This is an optimization exercise on Yosys and OpenROAD, whose aim is small area, a short achievable clock period and few clock cycles, not a production implementation.
Function was checked by simulation only, so behaviour that the tests miss may differ from the original.
Power and IR drop assume default switching activity.

==> build 42 <==
==> flow/design.v (excerpt) <==
module zappy_codec (
    input  wire        clk,
    input  wire        rst,
    input  wire        host_we,
    input  wire [7:0]  host_addr,
    input  wire [63:0] host_wdata,
    output reg  [63:0] host_rdata,
    output wire        irq,
    output reg         mem_req,
    output reg         mem_we,
    output reg  [63:0] mem_addr,
    output reg  [7:0]  mem_wdata,
    input  wire        mem_ready,
    input  wire [7:0]  mem_rdata,
    input  wire        mem_err
);
export LEC_CHECK = 0
export CAP_MARGIN = 20
export CORE_MARGIN = 2
export CORE_UTILIZATION = 55
export CTS_BUF_LIST = sky130_fd_sc_hd__clkbuf_4 sky130_fd_sc_hd__clkbuf_8
export PLACE_DENSITY_LB_ADDON = 0.2
export SLEW_MARGIN = 20
create_clock -name core_clock -period 12.0 [get_ports {clk}]
standard.sh (not shown) runs the stock make flow with config.mk's settings and CLKGATE_MAP_FILE= SYNTH_SCRIPT=/design/flow/synth_recipe.tcl, a recipe that flattens the netlist after the stock synthesis.
==> flow/flow/run.sh <==
#!/bin/bash
# The standard layout (the standard.sh: standard synthesis and ORFS steps),
# with two changes:
# - the buffers that ORFS puts on every input and output port are
#   sky130_fd_sc_hd__buf_4 instead of the cell buffer_ports picks by itself;
# - ORFS's timing repair aims for 5.4 ns of setup slack at the design's clock.
set -euo pipefail
export BUFFER_PORTS_ARGS="-buffer_cell sky130_fd_sc_hd__buf_4"
export SETUP_SLACK_MARGIN=5.4
bash standard.sh > standard_flow.log 2>&1
==> inputs of trial 62, as changes to build 42 <==
--- a/flow/design.v
+++ b/flow/design.v
@@ -29,43 +29,42 @@
     localparam [7:0] E_DST_SMALL = 8'h04;
     localparam [7:0] E_VTRUNC    = 8'h05;
     localparam [7:0] E_VOVF      = 8'h06;
     localparam [7:0] E_BAD_CMD   = 8'h07;
     localparam [7:0] E_UNSUPP    = 8'h08;
     localparam [7:0] E_BAD_RANGE = 8'h09;
     localparam [7:0] E_OVERLAP   = 8'h0A;
     localparam [7:0] E_BUS_ERROR = 8'h0B;
-    localparam [5:0] S_IDLE  = 6'b000000;
-    localparam [5:0] S_START = 6'b000001;   
-    localparam [5:0] S_HDR   = 6'b000010;   
-    localparam [5:0] S_WRB   = 6'b000011;   
-    localparam [5:0] S_CPY   = 6'b000100;   
-    localparam [5:0] S_CWR   = 6'b000101;   
-    localparam [5:0] S_LS2   = 6'b000110;   
-    localparam [5:0] S_END   = 6'b000111;   
-    localparam [5:0] S_LSUB  = 6'b001000;   
-    localparam [5:0] S_VRD   = 6'b100000;   
-    localparam [5:0] S_LCHK  = 6'b100001;   
-    localparam [5:0] S_LRD   = 6'b100010;   
-    localparam [5:0] S_CRD   = 6'b010000;   
+    localparam [3:0] S_IDLE  = 4'd0;
+    localparam [3:0] S_START = 4'd1;    
+    localparam [3:0] S_VRD   = 4'd2;    
+    localparam [3:0] S_HDR   = 4'd3;    
+    localparam [3:0] S_LCHK  = 4'd4;    
+    localparam [3:0] S_LRD   = 4'd5;    
+    localparam [3:0] S_WRB   = 4'd6;    
+    localparam [3:0] S_CPY   = 4'd7;    
+    localparam [3:0] S_CWR   = 4'd8;    
+    localparam [3:0] S_CRD   = 4'd9;    
+    localparam [3:0] S_LS2   = 4'd10;   
+    localparam [3:0] S_END   = 4'd11;   
+    localparam [3:0] S_LSUB  = 4'd12;   
     localparam [1:0] V_HDR = 2'd0;
     localparam [1:0] V_TAG = 2'd1;      
     localparam [1:0] V_OFF = 2'd2;      
     reg        irq_en;
     reg [7:0]  cmd_last;
     reg        busy;
     reg        done;
     reg [7:0]  err;
     reg [63:0] src_base, src_len, dst_base, dst_cap;
     reg [63:0] result, value, vbuf0;
     reg [15:0] vbuf1;
     reg [7:0]  vcount;
-    reg        is_putv, is_getv, is_maxlen;    
-    reg [5:0]  state;
+    reg [3:0]  state;
     reg [1:0]  vkind;
     reg [3:0]  vi;        
     reg [63:0] vx;        
     reg [63:0] sp;        
     reg [63:0] srem;      
     reg [63:0] dp;        
     reg [63:0] orem;      
     reg [62:0] k;         
@@ -92,17 +91,17 @@
                 5'h09: host_rdata = value;
                 5'h0A: host_rdata = vbuf0;
                 5'h0B: host_rdata = {48'd0, vbuf1};
                 5'h0C: host_rdata = {56'd0, vcount};
                 default: host_rdata = 64'd0;
             endcase
         end
     end
-    wire [63:0] enc_x = is_putv ? ({value[62:0], 1'b0} ^ {64{value[63]}}) : value;
+    wire [63:0] enc_x = (cmd_last == OP_PUT_V) ? ({value[62:0], 1'b0} ^ {64{value[63]}}) : value;
     wire [69:0] enc_xe = {6'd0, enc_x};
     reg  [9:0]  enc_more;     
     reg  [3:0]  enc_n;
     reg  [79:0] enc_b;
     integer ei;
     always @(*) begin
         enc_more[9] = 1'b0;
         for (ei = 8; ei >= 0; ei = ei - 1)
@@ -139,17 +138,17 @@
         for (di = 0; di < 9; di = di + 1)
             dec_end[di] = dec_reach[di] & !dec_buf[8*di + 7];
         dec_end[9] = dec_reach[9];
         dec_c = 4'd0;
         for (di = 0; di < 10; di = di + 1)
             if (dec_end[di]) dec_c = dec_c | (di[3:0] + 4'd1);
     end
     wire dec_ok = !dec_trunc && !dec_ovf;
-    wire [63:0] dec_val = is_getv ? ((dec_x >> 1) ^ {64{dec_x[0]}}) : dec_x;
+    wire [63:0] dec_val = (cmd_last == OP_GET_V) ? ((dec_x >> 1) ^ {64{dec_x[0]}}) : dec_x;
     function [8:0] add8;      
         input [7:0] a;
         input [7:0] b;
         input       ci;
         integer j;
         reg c;
         begin
             c = ci;
@@ -195,16 +194,17 @@
         end
     endfunction
     function [63:0] dec64;
         input [63:0] a;
         begin
             dec64 = ~inc64(~a);
         end
     endfunction
+    wire        is_maxlen = (cmd_last == OP_MAXLEN);
     wire [63:0] a1 = is_maxlen ? 64'd10 : src_base;
     reg  [7:1]  c1r, c2r, l1r, l2r;
     wire [8:0]  s1 [0:7];
     wire [8:0]  s2 [0:7];
     wire [7:0]  l1o, l2o;
     genvar gs;
     generate
         for (gs = 0; gs < 8; gs = gs + 1) begin : g_win
@@ -231,17 +231,16 @@
     wire dst_valid = (dst_cap == 64'd0) || !cout2 || (sum2 == 64'd0);
     wire overlap   = (src_len != 64'd0) && (dst_cap != 64'd0) &&
                      (cout2 || l1o[7]) && (cout1 || l2o[7]);
     wire settled   = (sc == 3'd7);
     wire win_ok = (c1r == {s1[6][8], s1[5][8], s1[4][8], s1[3][8], s1[2][8], s1[1][8], s1[0][8]}) &&
                   (c2r == {s2[6][8], s2[5][8], s2[4][8], s2[3][8], s2[2][8], s2[1][8], s2[0][8]}) &&
                   (l1r == l1o[6:0]) && (l2r == l2o[6:0]);
     reg  win_ok_q, hdr_ok_q, sub_ok_q;
-    reg  src_valid_q, dst_valid_q, overlap_q;
     wire win_done = (sc != 3'd0) && win_ok_q;
     reg  [7:1]  hlr;
     wire [7:0]  hlo;
     generate
         for (gs = 0; gs < 8; gs = gs + 1) begin : g_hdr
             wire li = (gs == 0) ? 1'b0 : hlr[gs];
             assign hlo[gs] = lt8(dst_cap[8*gs +: 8], vx[8*gs +: 8], li);
         end
@@ -294,26 +293,26 @@
     end
     wire m_hi4    = (vx[63:4] == 60'd0);
     wire m_hi16   = (vx[63:16] == 48'd0);
     wire m_short  = m_hi4 && (vx[3:0] != 4'd0) && (vx[3:0] <= 4'd8);
     wire m_zero   = m_hi4 && (vx[3:0] == 4'd0);
     wire mle_d_s  = dbig || (d16[15:4] != 12'd0) || (vx[3:0] <= d16[3:0]);
     wire mle_d_16 = dbig || (vx[15:0] <= d16);
     wire cpy_ok   = kcv_q && kco_q && m_short && mle_d_s;
-    reg  [2:0]  hsel;     
+    wire [2:0]  hsel  = (state == S_WRB) ? 3'd0 : (vx[2:0] - 3'd1);
     wire [7:0]  hbyte = hist[8*hsel +: 8];
-    wire src_acc = state[5];
+    wire src_acc = (state == S_VRD) || (state == S_LCHK) || (state == S_LRD);
     wire srem_z  = (srem == 64'd0);
     wire orem_z  = (orem == 64'd0);
     wire k_z     = (k == 63'd0);
     always @(*) begin
         mem_req   = 1'b0;
         mem_we    = 1'b0;
-        mem_addr  = state[5] ? sp : (state[4] ? vx : dp);
+        mem_addr  = src_acc ? sp : ((state == S_CRD) ? vx : dp);
         mem_wdata = hbyte;
         case (state)
             S_VRD, S_LCHK: mem_req = !srem_z;
             S_LRD, S_CRD:  mem_req = 1'b1;
             S_WRB, S_CWR:  begin mem_req = 1'b1;   mem_we = 1'b1; end
             S_CPY:         begin mem_req = cpy_ok; mem_we = 1'b1; end
             default: ;
         endcase
@@ -329,34 +328,28 @@
         c2r <= {s2[6][8], s2[5][8], s2[4][8], s2[3][8], s2[2][8], s2[1][8], s2[0][8]};
         l1r <= l1o[6:0];
         l2r <= l2o[6:0];
         hlr <= hlo[6:0];
         kor <= koo[6:1];
         ksr <= kso[6:1];
         bsr <= bsn;
         win_ok_q <= win_ok;
-        src_valid_q <= src_valid;
-        dst_valid_q <= dst_valid;
-        overlap_q   <= overlap;
         hdr_ok_q <= (hlr == hlo[6:0]);
         sub_ok_q <= (bsr == bsn);
         kcv_q <= kc_valid;
         kco_q <= kc_o_ok;
         if (sc != 3'd7)
             sc <= sc + 3'd1;
         if (mem_done && (state == S_LCHK || state == S_LRD || state == S_CRD ||
                          state == S_CPY || state == S_CWR))
             hist <= {hist[55:0], (state == S_CPY || state == S_CWR) ? hbyte : mem_rdata};
         if (rst) begin
             irq_en   <= 1'b0;
             cmd_last <= 8'd0;
-            is_putv  <= 1'b0;
-            is_getv  <= 1'b0;
-            is_maxlen <= 1'b0;
             busy     <= 1'b0;
             done     <= 1'b0;
             err      <= E_OK;
             src_base <= 64'd0;
             src_len  <= 64'd0;
             dst_base <= 64'd0;
             dst_cap  <= 64'd0;
             result   <= 64'd0;
@@ -369,19 +362,16 @@
             if (wr_ok && host_addr[7:3] == 5'h01)
                 irq_en <= host_wdata[0];
             if (wr_ok && host_addr[7:3] == 5'h03 && host_wdata[1])
                 done <= 1'b0;
             if (wr_ok && !busy) begin
                 case (host_addr[7:3])
                     5'h02: begin
                         cmd_last <= host_wdata[7:0];
-                        is_putv  <= (host_wdata[7:0] == OP_PUT_V);
-                        is_getv  <= (host_wdata[7:0] == OP_GET_V);
-                        is_maxlen <= (host_wdata[7:0] == OP_MAXLEN);
                         busy     <= 1'b1;
                         done     <= 1'b0;
                         err      <= E_OK;
                         sc       <= 3'd0;
                         state    <= S_START;
                     end
                     5'h04: src_base <= host_wdata;
                     5'h05: src_len  <= host_wdata;
@@ -419,27 +409,27 @@
                         end
                         OP_MAXLEN:
                             if (win_done)
                                 finish(cout1 ? 64'hFFFF_FFFF_FFFF_FFFF : sum1);
                         OP_ENCODE:
                             raise(E_UNSUPP);
                         OP_DECLEN: begin
                             if (win_done) begin
-                                if (!src_valid_q)
+                                if (!src_valid)
                                     raise(E_BAD_RANGE);
                                 else
                                     state <= S_VRD;
                             end
                         end
                         OP_DECODE: begin
                             if (win_done) begin
-                                if (!src_valid_q || !dst_valid_q)
+                                if (!src_valid || !dst_valid)
                                     raise(E_BAD_RANGE);
-                                else if (overlap_q)
+                                else if (overlap)
                                     raise(E_OVERLAP);
                                 else
                                     state <= S_VRD;
                             end
                         end
                         default:
                             raise(E_BAD_CMD);
                     endcase
@@ -470,27 +460,25 @@
                             srem <= cnt_dec;
                             if (!mem_rdata[7]) begin
                                 sc    <= 3'd0;
                                 sa_vx <= 1'b0;
                                 sb_db <= 1'b0;
                                 case (vkind)
                                     V_HDR: state <= S_HDR;
                                     V_TAG: begin
-                                        vi   <= 4'd0;
-                                        hsel <= 3'd0;
+                                        vi <= 4'd0;
                                         k  <= vx_merged[63:1];
                                         if (vx_merged[0])
                                             vkind <= V_OFF;
                                         else
                                             state <= S_LCHK;
                                     end
                                     default: begin
                                         vi    <= 4'd0;
-                                        hsel  <= vx_merged[2:0] - 3'd1;
                                         state <= S_CPY;
                                     end
                                 endcase
                             end
                         end
                     end
                 end
                 S_HDR: begin
@@ -581,28 +569,25 @@
                                         state <= S_CWR;
                                 end
                             end
                         end else if (m_hi16) begin
                             if (!mle_d_16)
                                 raise(E_CORRUPT);
                             else if (!sd0[16]) begin
                                 vx    <= {dp[63:16], sd0[15:0]};
-                                hsel  <= 3'd0;
                                 state <= S_CRD;
                             end else begin
                                 sc    <= 3'd0;
-                                hsel  <= 3'd0;
                                 state <= S_LSUB;
                             end
                         end else if (!dbig) begin
                             raise(E_CORRUPT);
                         end else begin
                             sc    <= 3'd0;
-                            hsel  <= 3'd0;
                             state <= S_LSUB;
                         end
                     end
                 end
                 S_LSUB: begin
                     if (settled) begin
                         if (sub_neg)
                             raise(E_CORRUPT);
==> flow/run.sh (new file) <==
#!/bin/bash
# synth_recipe.tcl (not shown) runs the flow's synth.tcl, then flattens the netlist and writes it again
# the make line also repeats each setting of config.mk as NAME=value (left out here)
make -C /OpenROAD-flow-scripts/flow DESIGN_CONFIG=/design/flow/config.mk WORK_HOME=/design/flow/orfs CLKGATE_MAP_FILE= SYNTH_SCRIPT=/design/flow/synth_recipe.tcl finish
Settings changed: CORE_UTILIZATION 55 to 40, CTS_BUF_LIST sky130_fd_sc_hd__clkbuf_4 sky130_fd_sc_hd__clkbuf_8 to unset, PLACE_DENSITY_LB_ADDON 0.2 to unset, SETUP_SLACK_MARGIN set to 5.
removed: flow/flow/run.sh
removed: flow/standard.sh
==> comparison <==
In build 42 the clock skew is lower than in trial 62, by 0.011 ns.
Final cell count: build 42 is lower than trial 62 (6.0%).
Sequential share of layout area: build 42 is higher than trial 62 (1.4 points).
Total power: trial 62 is higher than build 42 (about 6%).
Maximum frequency: trial 62 is smaller than build 42 (6.1%).
In build 42 the via count is higher than in trial 62, by about 1.8%.
Between trial 62 and build 42, the lower register-to-register slack is in trial 62 (gap 0.43 ns).
Synthesized cell count: trial 62 is higher than build 42 (about 1.8%).
In build 42 the first-iteration DRC count is higher than in trial 62, by about 26%.
In build 42 the die area is smaller than in trial 62, by about 28%.
==> figures <==
quantity	trial 62	build 42
Run status	complete, no violations	complete, no violations
Overall power consumption	8.06 mW	7.61 mW
Maximum number of pins on one net before global-route repair	184	149
Global router's overall resource usage	38.4%	49.3%
Cell Area, Placed	76300 um^2	74500 um^2
Cell Count Post-Placement	10400	9696
Total length of routed wires	363000 um	338000 um
Reg-to-Reg End	result[11]$_SDFFE_PP0P_	sp[63]$_DFFE_PP_
Count of vias placed by the detailed router	68700	69900
# diodes	9	12
Worst hold path endpoint	hist[38]$_DFFE_PP_	hist[30]$_DFFE_PP_
Clock Network Area Fraction	5.18%	4.89%
Reported combinational group power	0.314 mW	0.302 mW
Net switching power of the design	1.96 mW	1.93 mW
Number of enable-type register cells in the synthesized netlist	472	475
Met2 track demand over resource in global routing	52.4%	65.2%
Clk sink count	1028	1039
P_seq	3.67 mW	3.71 mW
Path length in cells of the critical path	8	9
Final-stage net count	9054	8974
Detailed-route wire length on metal 1	158000 um	130000 um
Internal	6.10 mW	5.69 mW
Testbench counts of build 42, summed over its fixed seeds: cycles 122,520.
Testbench counts of trial 62, summed over its fixed seeds: cycles 122,520.

[what the ideal ports hide]
Ports are ideal in the flow. The routed layouts listed here were re-timed in OpenROAD.
Step 1, drivers: a clkbuf_16 drives clk and a buf_2 each remaining input, both assumed.
Step 2 also shifts input and output timing later by t, the mid clock arrival at the registers, as if the neighbouring blocks saw the same clock.
a / b / c = ideal ports / drivers / drivers and shift; a / b = the first two.
run | t, ns | slack for setup (ns) | worst slew at a driven data input, ns
build 42 | 1.050 | 5.364 / 5.338 / 5.338 | 0.06
trial 62 | 0.901 | 4.934 / 4.897 / 4.897 | 0.08
After both steps every run listed still meets setup and hold. The setup slack of trial 62, which loses most, moves by -0.037 ns with the drivers and by -0.037 ns with both steps.
